What follows belongs to an exercise in optimizing a design on an open flow for small area; a production flow would make more cautious choices.
Function was checked by simulation only, so behaviour that the tests miss may differ from the original.
No run shown here takes its clock network from TritonCTS; it comes from the design's own scripts or RTL.
No driver is modelled on the clock port, so clock power and skew are understated where the tree is cut down; a real chip needs a root buffer or a tree.
Power and IR drop assume default switching activity.

## flow/flow/run.sh

```bash
#!/bin/bash
# Standard ORFS layout with three changes: a stronger ABC area script for
# the combinational logic, ports buffered with the smallest buffer, and a
# four-buffer clock tree in place of ORFS's H-tree.
set -euo pipefail
here=$(pwd)
export BBM_ABC_SCRIPT="$here/flow/abc_area.script"
export BUFFER_PORTS_ARGS="-buffer_cell sky130_fd_sc_hd__buf_1"
export PRE_CTS_TCL="$here/flow/clock_tree.tcl"
cat flow/abc_override.tcl synth_recipe.tcl > my_synth.tcl
sed "s#$here/synth_recipe.tcl#$here/my_synth.tcl#g" standard.sh > my_standard.sh
grep -q my_synth.tcl my_standard.sh
bash my_standard.sh > "$here/standard.log" 2>&1
```

## flow/flow/abc_area.script

```
strash
&get -n
&deepsyn -T 10
&put
dch -f
amap -F 10 -A 30 -C 1000
topo
stime -c
```

## flow/flow/abc_override.tcl

```tcl
# Map the combinational logic with a stronger area script than ORFS's
# abc_area.script; registers are mapped before ABC and stay as they are.
proc abc {args} {
  set i [lsearch -exact $args -script]
  if {$i >= 0} {
    set args [lreplace $args [expr {$i + 1}] [expr {$i + 1}] $::env(BBM_ABC_SCRIPT)]
  }
  yosys abc {*}$args
}
```

## flow/flow/clock_tree.tcl

```tcl
# Small clock tree: split the clock sinks into N groups by location and
# drive each group from one clock buffer placed at the group's centre.
proc bbm_clock_tree {ncl cell} {
  set block [ord::get_db_block]
  set clknet [$block findNet clk]
  set sinks {}
  foreach it [$clknet getITerms] {
    set inst [$it getInst]
    set loc [$inst getLocation]
    lappend sinks [list [lindex $loc 0] [lindex $loc 1] "[$inst getName]/[[$it getMTerm] getName]"]
  }
  # recursive bisection along the longer side
  set groups [list $sinks]
  while {[llength $groups] < $ncl} {
    set big 0; set bi 0; set i 0
    foreach g $groups { if {[llength $g] > $big} {set big [llength $g]; set bi $i}; incr i }
    set g [lindex $groups $bi]
    set xs [lsort -integer [lmap s $g {lindex $s 0}]]
    set ys [lsort -integer [lmap s $g {lindex $s 1}]]
    set axis [expr {([lindex $xs end] - [lindex $xs 0]) >= ([lindex $ys end] - [lindex $ys 0]) ? 0 : 1}]
    set g [lsort -integer -index $axis $g]
    set h [expr {[llength $g] / 2}]
    set groups [lreplace $groups $bi $bi [lrange $g 0 [expr {$h - 1}]] [lrange $g $h end]]
  }
  set k 0
  foreach g $groups {
    set sx 0; set sy 0; set pins {}
    foreach s $g { incr sx [lindex $s 0]; incr sy [lindex $s 1]; lappend pins [get_pins [lindex $s 2]] }
    set n [llength $g]
    set cx [expr {$sx / $n / 1000.0}]; set cy [expr {$sy / $n / 1000.0}]
    insert_buffer -buffer_cell $cell -net clk -load_pins $pins -location [list $cx $cy] -buffer_name clkbuf_leaf_$k -net_name clknet_leaf_$k
    incr k
  }
}

# Replace ORFS's clock tree with the small one above: four leaf buffers,
# each driving a quarter of the registers, fed straight from the clock port.
rename clock_tree_synthesis bbm_orfs_clock_tree_synthesis
proc clock_tree_synthesis {args} {
  bbm_clock_tree 4 sky130_fd_sc_hd__clkbuf_8
  set_propagated_clock [all_clocks]
}
```

## flow/standard.sh

```bash
#!/bin/bash
# synth_recipe.tcl (not shown) runs the flow's synth.tcl, then flattens the netlist and writes it again
# the make line also repeats each setting of config.mk as NAME=value (left out here)
make -C /OpenROAD-flow-scripts/flow DESIGN_CONFIG=/design/flow/config.mk WORK_HOME=/design/flow/orfs CLKGATE_MAP_FILE= SYNTH_SCRIPT=/design/flow/synth_recipe.tcl "${@:-finish}"
```

## flow/config.mk

```make
export PLATFORM = sky130hd
export DESIGN_NAME = bbm_bridge
export DESIGN_NICKNAME = bbm_bridge
export VERILOG_FILES = /design/flow/design.v
export SDC_FILE = /design/flow/constraint.sdc
export NUM_CORES = 4
export LEC_CHECK = 0
export ABC_AREA = 1
export CAP_MARGIN = 0
export CORE_MARGIN = 2
export CORE_UTILIZATION = 70
export SLEW_MARGIN = 0
```

## flow/constraint.sdc

```tcl
create_clock -name core_clock -period 10.0 [get_ports {clk}]
set_input_delay 2.0000 -clock core_clock [delete_from_list [all_inputs] [get_ports {clk}]]
set_output_delay 2.0000 -clock core_clock [all_outputs]
set_load 0.01 [all_outputs]
```

## flow/design.v

```verilog
module bbm_bridge (
    input  wire       clk,
    input  wire       rst,
    input  wire       in_valid,
    input  wire [7:0] in_data,
    output wire       in_ready,
    output reg        out_valid,
    output reg  [7:0] out_data,
    input  wire       out_ready,
    output reg        scl_oe,
    output reg        sda_oe,
    input  wire       sda_i,
    output reg        spi_cs_n,
    output reg        spi_sck,
    output reg        spi_mosi,
    input  wire       spi_miso
);
    localparam [4:0] H_CMD = 5'd0, H_OP = 5'd1, H_ALEN = 5'd2, H_DEV = 5'd3,
                     H_AH = 5'd4, H_AL = 5'd5, H_LEN = 5'd6,
                     I_START = 5'd7, I_DEV0 = 5'd8, X_AH = 5'd9, X_AL = 5'd12,
                     I_RSTART = 5'd11, I_DEV1 = 5'd10,
                     X_READ = 5'd13, X_PUT = 5'd14, X_NEXT = 5'd16, X_DATA = 5'd15,
                     X_END = 5'd17, I_SETTLE = 5'd18,
                     S_CSA1 = 5'd19, S_WREN = 5'd20, S_CSD1 = 5'd21, S_CSA2 = 5'd22,
                     S_CMD = 5'd23, S_PCSA = 5'd24, S_RDSR = 5'd25, S_SAVE = 5'd26,
                     S_PCSD = 5'd27, S_CHECK = 5'd28;
    localparam [2:0] E_IDLE = 3'd0, E_A = 3'd2, E_B = 3'd3,
                     E_SAMP = 3'd5, E_C = 3'd4, E_DONE = 3'd6, E_PUTW = 3'd1;
    reg [4:0] P;
    reg [2:0] E;
    reg [3:0] dly;
    reg [3:0] bc;       
    reg       is_spi, is_read, alen2;
    reg [7:1] dev;
    reg [7:0] ah, al, count;
    wire act  = (dly == 4'd0);
    wire idle = (E == E_IDLE);
    wire hdr  = (P == H_CMD) || (P == H_OP) || (P == H_ALEN) || (P == H_DEV) ||
                (P == H_AH) || (P == H_AL) || (P == H_LEN);
    wire data_st = (P == X_DATA);
    assign in_ready = hdr || (idle && data_st);
    wire in_take = in_valid && in_ready;
    wire last  = (count == 8'd1);
    wire bc0   = (bc == 4'd0);
    wire ackf  = bc[3];
    wire outfree = !out_valid || out_ready;
    wire c_i = (in_data == 8'h49), c_p = (in_data == 8'h50);
    wire c_r = (in_data == 8'h52), c_w = (in_data == 8'h57);
    wire c_1 = (in_data == 8'd1),  c_2 = (in_data == 8'd2), c_0 = (in_data == 8'd0);
    reg [7:0] wbyte;
    always @(*) begin
        case (P)
            I_DEV0:  wbyte = {dev, 1'b0};
            I_DEV1:  wbyte = {dev, 1'b1};
            X_AH:    wbyte = ah;
            S_WREN:  wbyte = 8'h06;
            S_CMD:   wbyte = {7'h01, is_read};
            S_RDSR:  wbyte = 8'h05;
            default: wbyte = al;
        endcase
    end
    wire wbit = wbyte[bc[2:0]];
    wire rd   = (P == X_READ);
    wire csd  = (P == S_CSD1) || (P == X_END) || (P == S_PCSD);
    localparam [2:0] K_WAIT = 3'd0, K_ONE = 3'd6, K_START = 3'd2, K_STOP = 3'd1,
                     K_IB = 3'd3, K_CS = 3'd5, K_SB = 3'd4;
    wire [2:0] k_byte = is_spi ? K_SB : K_IB;
    reg [2:0] kind;
    reg [4:0] nextP;
    reg       go;       
    always @(*) begin
        kind  = K_WAIT;
        nextP = 5'bxxxxx;
        go    = 1'b1;
        case (P)
            H_CMD:  begin kind = K_ONE; go = in_valid & (c_i | c_p); nextP = H_OP; end
            H_OP:   begin kind = K_ONE; go = in_valid;
                          nextP = (c_r | c_w) ? (is_spi ? H_AH : H_ALEN) : H_CMD; end
            H_ALEN: begin kind = K_ONE; go = in_valid; nextP = (c_1 | c_2) ? H_DEV : H_CMD; end
            H_DEV:  begin kind = K_ONE; go = in_valid; nextP = H_AH; end
            H_AH:   begin kind = K_ONE; go = in_valid; nextP = H_AL; end
            H_AL:   begin kind = K_ONE; go = in_valid; nextP = H_LEN; end
            H_LEN:  begin kind = K_ONE; go = in_valid;
                          nextP = c_0 ? H_CMD : is_spi ? (is_read ? S_CSA2 : S_CSA1) : I_START; end
            I_START:  begin kind = K_START; nextP = I_DEV0; end
            I_DEV0:   begin kind = K_IB; nextP = X_AH; end
            X_AH:     begin kind = (alen2 | is_spi) ? k_byte : K_ONE; nextP = X_AL; end
            X_AL:     begin kind = k_byte;
                            nextP = is_read ? (is_spi ? X_READ : I_RSTART) : X_DATA; end
            I_RSTART: begin kind = K_START; nextP = I_DEV1; end
            I_DEV1:   begin kind = K_IB; nextP = X_READ; end
            X_READ:   begin kind = k_byte; nextP = is_read ? X_PUT : S_SAVE; end
            X_PUT:    begin kind = K_WAIT; nextP = is_read ? X_NEXT : H_CMD; end
            X_NEXT:   begin kind = K_ONE; nextP = last ? X_END : is_read ? X_READ : X_DATA; end
            X_DATA:   begin kind = k_byte; go = in_valid; nextP = X_NEXT; end
            X_END:    begin kind = is_spi ? K_CS : K_STOP;
                            nextP = is_read ? H_CMD : is_spi ? S_PCSA : I_SETTLE; end
            I_SETTLE: begin kind = K_ONE; go = (count == 8'h91); nextP = X_PUT; end
            S_CSA1:   begin kind = K_CS; nextP = S_WREN; end
            S_WREN:   begin kind = K_SB; nextP = S_CSD1; end
            S_CSD1:   begin kind = K_CS; nextP = S_CSA2; end
            S_CSA2:   begin kind = K_CS; nextP = S_CMD; end
            S_CMD:    begin kind = K_SB; nextP = X_AH; end
            S_PCSA:   begin kind = K_CS; nextP = S_RDSR; end
            S_RDSR:   begin kind = K_SB; nextP = X_READ; end
            S_SAVE:   begin kind = K_ONE; nextP = S_PCSD; end
            S_PCSD:   begin kind = K_CS; nextP = S_CHECK; end
            S_CHECK:  begin kind = K_ONE; nextP = al[0] ? S_PCSA : X_PUT; end
            default:  begin kind = 3'bxxx; go = 1'bx; end
        endcase
    end
    wire k_start = (kind == K_START), k_stop = (kind == K_STOP), k_ib = (kind == K_IB);
    wire k_cs = (kind == K_CS), k_sb = (kind == K_SB);
    wire i2c  = k_start | k_stop | k_ib;
    wire samp = k_sb ? rd : k_start | k_ib & (rd ^ ackf);
    wire lastslot = k_sb ? bc0 : ~k_ib | ackf;
    reg [2:0] En;
    reg [3:0] dn;
    reg       adv;
    always @(*) begin
        En  = E;
        dn  = 4'd0;
        adv = 1'b0;
        case (E)
            E_IDLE: if (go) begin
                        if (kind == K_ONE) adv = 1'b1;
                        else if (kind == K_WAIT) En = E_PUTW;
                        else if (k_sb & rd) begin En = E_B; dn = 4'd5; end
                        else begin En = E_A; dn = 4'd1; end
                    end else if (P == I_SETTLE) dn = 4'd8;
            E_A:    begin En = k_cs ? E_DONE : E_B; dn = k_start | k_cs ? 4'd0 : i2c ? 4'd8 : 4'd4; end
            E_B:    if (samp) begin En = E_SAMP; dn = k_sb ? 4'd4 : k_start ? 4'd8 : 4'd0; end
                    else begin En = E_C; dn = k_sb ? 4'd4 : 4'd8; end
            E_SAMP: begin En = E_C; dn = i2c ? 4'd8 : 4'd0; end
            E_C:    begin
                        dn = i2c ? 4'd8 : 4'd0;
                        if (lastslot) En = E_DONE;
                        else if (rd & k_sb) begin En = E_B; dn = 4'd4; end
                        else En = (rd & k_ib & ~bc0) ? E_B : E_A;
                    end
            E_DONE: begin En = E_IDLE; adv = 1'b1; end
            default: if (outfree) begin En = E_IDLE; adv = 1'b1; end    
        endcase
    end
    wire issue = act && idle && go && kind != K_ONE && kind != K_WAIT;
    always @(posedge clk) begin
        if (rst) begin
            P         <= H_CMD;
            E         <= E_IDLE;
            dly       <= 4'd0;
            out_valid <= 1'b0;
            scl_oe    <= 1'b0;
            sda_oe    <= 1'b0;
            spi_cs_n  <= 1'b1;
            spi_sck   <= 1'b0;
            spi_mosi  <= 1'b0;
        end else begin
            if (act) begin
                E   <= En;
                dly <= dn;
                if (adv) P <= nextP;
            end else
                dly <= dly - 4'd1;
            if (act && E == E_PUTW && outfree) begin
                out_data  <= is_read ? al : 8'h4B;
                out_valid <= 1'b1;
            end else if (out_valid && out_ready)
                out_valid <= 1'b0;
            if (act) begin
                case (E)
                    E_A: begin
                        if (i2c)  sda_oe <= k_ib ? (ackf ? (rd & ~last) : (~rd & ~wbit)) : k_stop;
                        if (k_cs) spi_cs_n <= csd;
                        if (k_sb) spi_mosi <= wbit;
                    end
                    E_B: begin
                        if (i2c)  scl_oe <= 1'b0;
                        if (k_sb) spi_sck <= 1'b1;
                    end
                    E_SAMP: if (k_start) sda_oe <= 1'b1;
                    E_C: begin
                        if (k_stop) sda_oe <= 1'b0;
                        else if (i2c) scl_oe <= 1'b1;
                        if (k_sb) spi_sck <= 1'b0;
                    end
                    default: ;
                endcase
            end
        end
        if (in_take) begin
            case (P)
                H_CMD: is_spi <= c_p;
                H_OP:  is_read <= c_r;
                H_ALEN: alen2 <= in_data[1];
                H_DEV: dev <= in_data[7:1];
                H_AH:  ah <= in_data;
                H_LEN: count <= in_data;
                default: al <= in_data;    
            endcase
        end
        if (act && E == E_SAMP && rd && !(k_ib && ackf))
            al <= {al[6:0], k_sb ? spi_miso : sda_i};
        if (act && idle && (P == I_SETTLE || P == X_NEXT))
            count <= count - 8'd1;
        if (issue)
            bc <= 4'd7;
        else if (act && E == E_C)
            bc <= bc - 4'd1;
    end
endmodule
```

==> results of run 1 <==
Yosys cell counts (4+ instances only):
| master | number | area share, % |
|---|---|---|
| o22a_1 | 4 | 1.0 |
| o21ai_0 | 34 | 4.9 |
| dfxtp_1 | 22 | 13 |
| clkinv_1 | 62 | 6.7 |
| nor3_1 | 21 | 3.0 |
| nand2_1 | 20 | 2.1 |
| nor4_1 | 5 | 0.90 |
| a31oi_1 | 7 | 1.3 |
| a222oi_1 | 6 | 1.7 |
| or3_1 | 4 | 0.72 |
| a22oi_1 | 7 | 1.5 |
| nand4_1 | 4 | 0.72 |
| ha_1 | 4 | 1.4 |
| or2_0 | 5 | 0.90 |
| o221ai_1 | 4 | 1.0 |
| nor2_1 | 71 | 7.6 |
| edfxtp_1 | 42 | 36 |
| o22ai_1 | 14 | 2.5 |
| nand3_1 | 10 | 1.4 |
| o21a_1 | 7 | 1.5 |
| a21oi_1 | 24 | 3.4 |
power breakdown:
group | internal [mW] | total [mW] | switching [mW]
Sequential | 0.293 | 0.304 | 0.0113
Clock | 0.0371 | 0.101 | 0.0637
Combinational | 0.0398 | 0.121 | 0.0814
routing by layer:
layer,up-vias,part of all wire [%]
li1,1593,-
met1,1615,38
met2,336,45
met3,59,13
met4,0,3.9
met5,-,0
layout make-up, without the clock buffers:
type / count / share of cell area, %
multi-input cells: 281 / 41.71
flip-flops and latches: 64 / 45.53
well taps: 67 / 2.243
repair buffers: 28 / 2.812
inverters: 62 / 6.227
critical path: cells and delay by family:
kind / cells / cell delay (ps)
AOI/OAI and AO/OA: 7 / 1940
buffers and inverters: 3 / 570
and+or+nand+nor: 4 / 400
through the flow:
step	instances	instance area, um^2	utilization (%)
after global routing	506	3737	78.61
after global placement	502	3682	77.45
after CTS	506	3737	78.61
after detailed placement	502	3682	77.45
after floorplan	407	3493	-
final	506	3737	78.61
logic make-up after synthesis:
kind of cell,after synthesis
buffers and inverters,62
AOI/OAI and AO/OA,130
and+or+nand+nor,147
adders and majority gates,4
DFF,64
how the worst max path moves through the flow:
stage | startpoint | endpoint | slack, ps | depth (start not counted)
floorplan | in_data[3] | P[4]$_SDFFE_PP0P_ | 5950 | 13
global placement | in_data[3] | P[4]$_SDFFE_PP0P_ | 5350 | 14
detailed placement | in_data[3] | P[4]$_SDFFE_PP0P_ | 5150 | 14
CTS | P[3]$_SDFFE_PP0P_ | in_ready | 5290 | 8
global route | P[3]$_SDFFE_PP0P_ | P[4]$_SDFFE_PP0P_ | 4850 | 15
finish | in_data[3] | P[4]$_SDFFE_PP0P_ | 5160 | 14
state kept, by name, indices dropped and copies added, names as in the netlist, 3 cells and up:
name and cells:
dev 7, dly 4, P 5, bc 4, count 8, E 3, ah 8, out_data 8
al 8
==> notes.md, run 1 <==
- EDFF count, synth: 42
- Critical R2R Capture: P[4]$_SDFFE_PP0P_
- Die Y: 74.65 um
- Slew HR: 18.58%
- Reg2Reg Depth: 15
- Most frequent CP cell: o21ai_0
- Sequential element share of the synthesized area: between 40 and 50%
- Wirelength per Cell: 19.39 um
- Count of different cell masters after synthesis: 38
- Chip width: 74.65 um
- Latest clock arrival within the worst-skew pair: 160 ps
- Peak VDD IR: between 0.1 and 0.15 mV
- Simple-gate share of the synthesized area: a little under a fifth
- Syn_area_per_cell: around 8.6 um^2
- Slew @ Worst Pin: 1211 ps
- Vias in the first global route: 3230
- Post-layout min period: around 4800 ps
- Initial Util: 73.47%
- Mux contribution to synthesized area: 0%
- Max incr delay on CP: 920 ps
- Pre-CTS setup slack: 5153 ps
- Status: timing/DRC/antenna clean
- Yosys warns: 1
- FF+latch count, synth: 64
- Total Neg Setup Slack: 0 ps
- Most used routing layer: met2
- PwrDens: about 140 nW/um^2
- Leak: 1.161 nW
- Crit Path Class: in -> reg
- Mapped Area: 3493 um^2
- I/O Buffers: 28
- ANT nets after route: 0
- MaxCap Viol Count: 0
- Area of the multi-input gates: approximately 1600 um^2
- Synth Flop Type: edfxtp_1
- Pin count of the biggest net entering global routing: 17
- Synth Area in Compound Gates: 24.36%
- Fin worst setup slack: 5163 ps
- Final period utilization: 48.37%
- # resized after CTS: 0
- Startpoint types: primary input
- Crit-path max FO: 6
- # hold bufs at CTS: 0
- First-pass GRT wire length: 15.63 mm
- Hold_ws: 493.8 ps
- Antenna fix cells: 0
- Cells on Worst Hold Path: 2
- # setup viols final: 0
- Commonest non-fill, non-tap cells in the layout: nor2_1, clkinv_1, edfxtp_1, o21ai_0, buf_1
- Commonest non-fill, non-tap cell in the layout: nor2_1
- F_max: 206.7 MHz
- Worst reg2reg setup slack: 5360 ps
- Total Wirelength: 9.810 mm
- Row cnt: 25
- Fraction of synthesis flops using an asynchronous set or reset pin: 0%
- Hold Path Class: reg -> reg
- Total GRT Usage: 35.78%
- Met1 usage: 50.09%
- GPL Wtd Cong: 1.051
- GR Util met3: 5.890%
- Hold endpoint: dly[3]$_SDFF_PP0_
- DP HPWL: 7.369 mm
- WP data arrival: between 4000 and 5000 ps
- Slowest CP cell: o311ai_0
- Crit-path cells: buf_1 -> clkinv_1 -> nand3_1 -> nor4_1 -> a21oi_1 -> o21ai_0 -> a31oi_1 -> nor3_1 -> o311ai_0 -> clkinv_1 -> o21ai_0 -> nor2_1 -> o21ai_0 -> a21oi_1
- CP Data Required Time: 10060 ps
- RSZ-0062 raised after global routing: false
- Clock slew at reported path FFs: between 100 and 150 ps
- Largest family of logic cells by synthesized area: compound AO/OA/AOI/OAI gates
- Final hold violations: 0
- Syn-to-layout area delta: 6.984%
- DR vias: 3603
- Clock Skew: 13.12 ps
- # fillers: 329
- Sequential Area: 1702 um^2
- Core area: around 4800 um^2
- DRT iter0 DRCs: 757
- Gr ovfl total: 0
- Slew Viols, Final: 0
- CP endpoint kind: register
- Synthesized instance count: ~400
- Synthesized Nets: 425
- Vias per inst: around 7.1
- Layout cells sized above 1: less than 1%
- FF-to-FF Start: P[3]$_SDFFE_PP0P_
- First-pass iteration count of the detailed router: 7
- Final Power: around 0.53 mW
- # IOs: 29
- Final nets: 459
- Global-route track usage on met2: 58.01%
- XOR/XNOR Fraction of Synth Area: 0%
- Die ar.: 5572 um^2
- Postcts setup bufs: 0
- Hold_sp: dly[3]$_SDFF_PP0_
- Drc violations: 0
- Synth Area in Adders: 1.433%
- Initial antenna violation count: 0
==> run 2: changes to the inputs <==
--- a/flow/design.v
+++ b/flow/design.v
@@ -63,7 +63,7 @@
     wire rd   = (P == X_READ);
     wire csd  = (P == S_CSD1) || (P == X_END) || (P == S_PCSD);
     localparam [2:0] K_WAIT = 3'd0, K_ONE = 3'd6, K_START = 3'd2, K_STOP = 3'd1,
-                     K_IB = 3'd3, K_CS = 3'd5, K_SB = 3'd4;
+                     K_IB = 3'd7, K_CS = 3'd5, K_SB = 3'd4;
     wire [2:0] k_byte = is_spi ? K_SB : K_IB;
     reg [2:0] kind;
     reg [4:0] nextP;
==> run 2 against run 1 <==
Against the previous run: via count down 3.3%; synthesized cell count grew 0.74%; critical path depth shrank 7; global-route usage up 0.68 points; area after synthesis decreased by 0.36%; clock skew is 14 ps higher; critical path type is now reg -> out; largest power group unchanged.
==> notes.md, run 2 <==
- Pin count of the biggest net entering global routing: 17 (unchanged)
- Vias in the first global route: 3133 (was 3230)
- Postcts setup bufs: 0 (unchanged)
- Clock Skew: 26.98 ps (was 13.12 ps)
- Core area: 4755 um^2 (unchanged)
- Final nets: 463 (was 459)
- Share of the synthesized area in the top cell type: 36.23% (was 36.10%)
- Sequential element share of the synthesized area: 48.89% (was 48.71%)
- DR vias: 3484 (was 3603)
- Initial Util: 73.21% (was 73.47%)
- Startpoint types: register (was primary input)
- Vias per inst: 6.831 (was 7.121)
- Row cnt: 25 (unchanged)
- GPL Wtd Cong: 1.059 (was 1.051)
- Slew Viols, Final: 0 (unchanged)
- Top post-synthesis cells by count: nor2_1, clkinv_1, edfxtp_1 (unchanged)
- Slew HR: 13.67% (was 18.58%)
- Syn_area_per_cell: 8.490 um^2 (was 8.583 um^2)
- F_max: 208.4 MHz (was 206.7 MHz)
- PwrDens: 166.4 nW/um^2 (was 140.8 nW/um^2)
- Final period utilization: 47.99% (was 48.37%)
- First-pass iteration count of the detailed router: 6 (was 7)
- Slowest CP cell: dfxtp_1 (was o311ai_0)
- CP Data Required Time: 8000 ps (was 10060 ps)
- First-pass GRT wire length: 15.57 mm (was 15.63 mm)
- Clk network pwr share: 16.8% (was 19.2%)
- Flop pwr share: 53.4% (was 57.8%)
- Clock slew at reported path FFs: 120 ps (was 110 ps)
- Total GRT Usage: 36.46% (was 35.78%)
- Leak: 1.147 nW (was 1.161 nW)
- Drc violations: 0 (unchanged)
- Fraction of synthesis flops using an asynchronous set or reset pin: 0% (unchanged)
- Final hold violations: 0 (unchanged)
- Peak VDD IR: 0.1325 mV (was 0.1184 mV)
- Layout cells sized above 1: 1.129% (was 0.9112%)
- FF+latch count, synth: 64 (unchanged)
- Synth area leader: edfxtp_1 (unchanged)
- Synth Flop Type: edfxtp_1 (unchanged)
- Int Power: 0.3998 mW (was 0.3698 mW)
- Post-layout min period: 4799 ps (was 4837 ps)
- Gr ovfl total: 0 (unchanged)
- Hold Path Class: reg -> reg (unchanged)
- Commonest non-fill, non-tap cells in the layout: nor2_1, clkinv_1, edfxtp_1, o21ai_0, nand2_1 (was nor2_1, clkinv_1, edfxtp_1, o21ai_0, buf_1)
- Most frequent CP cell: clkinv_1 (was o21ai_0)
- Initial antenna violation count: 0 (unchanged)
- Chip width: 74.52 um (was 74.65 um)
- DRT iter0 DRCs: 552 (was 757)
- Post-DP Area: 3677 um^2 (was 3682 um^2)
- Antenna fix cells: 0 (unchanged)
- WP data arrival: 2800 ps (was 4900 ps)
- Combinational share of power: 29.7% (was 23.0%)
- DP HPWL: 7.236 mm (was 7.369 mm)
- Psw: 0.2214 mW (was 0.1564 mW)
- I/O Buffers: 28 (unchanged)
- Die ar.: 5552 um^2 (was 5572 um^2)
- Synth top area cells: edfxtp_1, dfxtp_1, nor2_1, clkinv_1, o21ai_0 (unchanged)
- MaxCap Viol Count: 0 (unchanged)
- Status: timing/DRC/antenna clean (unchanged)
- Yosys warns: 1 (unchanged)
- Count of different cell masters after synthesis: 37 (was 38)
- Commonest non-fill, non-tap cell in the layout: nor2_1 (unchanged)
- CP endpoint kind: primary output (was register)
- Latest clock arrival within the worst-skew pair: 170 ps (was 160 ps)
- Slew @ Worst Pin: 1284 ps (was 1211 ps)
- # hold bufs at CTS: 0 (unchanged)
- EDFF count, synth: 42 (unchanged)
- Synthesized instance count: 410 (was 407)
- Die Y: 74.52 um (was 74.65 um)
- Total Neg Setup Slack: 0 ps (unchanged)
- # IOs: 29 (unchanged)
- Crit Path Class: reg -> out (was in -> reg)
- Total Wirelength: 9.715 mm (was 9.810 mm)
- RSZ-0062 raised after global routing: false (unchanged)
- Crit-path max FO: 14 (was 6)
- Switching Fraction: 35.64% (was 29.72%)
- Syn-to-layout area delta: 7.225% (was 6.984%)
- Wirelength per Cell: 19.05 um (was 19.39 um)
- Final instance area: 3732 um^2 (was 3737 um^2)
- Mapped Area: 3481 um^2 (was 3493 um^2)
- Crit-path cells: clkinv_1 -> nor2_1 -> clkinv_1 -> nor2_1 -> clkinv_1 -> o32ai_1 -> buf_1 (was buf_1 -> clkinv_1 -> nand3_1 -> nor4_1 -> a21oi_1 -> o21ai_0 -> a31oi_1 -> nor3_1 -> o311ai_0 -> clkinv_1 -> o21ai_0 -> nor2_1 -> o21ai_0 -> a21oi_1)
- # setup viols final: 0 (unchanged)
- ANT nets after route: 0 (unchanged)
- Top-count cell post-synth: nor2_1 (unchanged)
- # resized after CTS: 0 (unchanged)
- Synthesized Nets: 428 (was 425)
- Max incr delay on CP: 660 ps (was 920 ps)
## run 2: cell types whose count changed in the layout (fill, tap and decap cells not counted), moves of 5 or more
cell	before	now
nor3_1	21	27
nand2_1	20	32
a21oi_1	24	16
o22ai_1	14	19
a222oi_1	6	0
## run 2: power groups by stage
| stage | registers [mW] | logic [mW] | clock network (mW) |
|---|---|---|---|
| 3_3_place_gp | 0.336 | 0.173 | 0 |
| 3_5_place_dp | 0.337 | 0.176 | 0 |
| 5_1_grt | 0.335 | 0.202 | 0.110 |
| 6_report | 0.332 | 0.185 | 0.104 |
| 2_1_floorplan | 0.329 | 0.127 | 0 |
| 4_1_cts | 0.331 | 0.178 | 0.102 |
## run 2: per-stage QoR
stage               utilization (%)  hold WS [ps]  cells  total power, mW  setup slack (ps)
floorplan                         -         478.8    410           0.4559              6024
global placement              77.34         478.6    506           0.5091              5677
detailed placement            77.34         490.1    506           0.5132              5563
CTS                           78.50         523.3    510           0.6107              5334
global route                  78.50         543.7    510           0.6468              5016
finish                        78.50         526.0    510           0.6212              5201
## run 2: cell type report, without the clock buffers
type | instances | area (um^2)
well taps | 67 | 83.83
multi-input cells | 286 | 1554
inverters | 60 | 225.2
flip-flops and latches | 64 | 1702
repair buffers | 29 | 112.6
fillers | 342 | 1022
## run 2: worst max-delay path, delay by kind of cell (launching register included)
| kind | cells | cell delay [ps] |
|---|---|---|
| AOI/OAI and AO/OA | 1 | 400 |
| buffers and inverters | 4 | 970 |
| DFF | 1 | 660 |
| and+or+nand+nor | 2 | 600 |
## run 2: path summary, 6_finish.rpt
path / slack, ps / start / cells after the start / end
hold reg to reg: 530 / dly[0]$_SDFF_PP0_ / 3 / dly[0]$_SDFF_PP0_
hold / removal: 530 / dly[0]$_SDFF_PP0_ / 3 / dly[0]$_SDFF_PP0_
setup reg to reg: 5950 / P[3]$_SDFFE_PP0P_ / 8 / al[7]$_DFFE_PP_
setup / recovery: 5200 / P[3]$_SDFFE_PP0P_ / 7 / in_ready
## run 2: metal layers
metal  routed length (um)  share of wire (%)  up-vias  global-route usage, %
met5                    0                  0        -                      0
met4                  334                3.4        0                  8.929
met3                 1260                 13       46                  6.369
met2                 4342                 45      287                  58.70
met1                 3778                 39     1560                  51.81
li1                     -                  -     1591                      -
## run 2: cell families after synthesis
kind of cell / count (synthesis) / synth area share [%]
simple gates: 162 / 20.63
compound gates: 120 / 22.57
flops: 64 / 48.89
buf+inv: 60 / 6.470
fa+ha+maj: 4 / 1.438

[port drivers added, routing unchanged]
No port has a modelled driver above. Below, the same layouts with a new extraction and two added sets of constraints.
Step 1: set_driving_cell puts a clkbuf_16 on clk and a buf_2 on each other input, an assumption about the parent block.
Step 2 also shifts input and output timing later by t, the mid clock arrival at the registers, as if the neighbouring blocks saw the same clock.
a / b / c = no drivers / after step 1 / after step 2; a / b = the first two.
run | shift t [ns] | setup slack, ns | slew at the worst register clock pin (ns) | worst slew at a driven data input, ns
run 1 | 0.221 | 5.163 / 5.149 / 4.971 | 0.11 / 0.11 | 0.04
run 2 | 0.222 | 5.201 / 5.139 / 5.361 | 0.12 / 0.12 | 0.04
After both steps setup and hold are still met in every run listed. The setup slack of run 1, which loses most, moves by -0.014 ns with the drivers and by -0.192 ns with both steps.
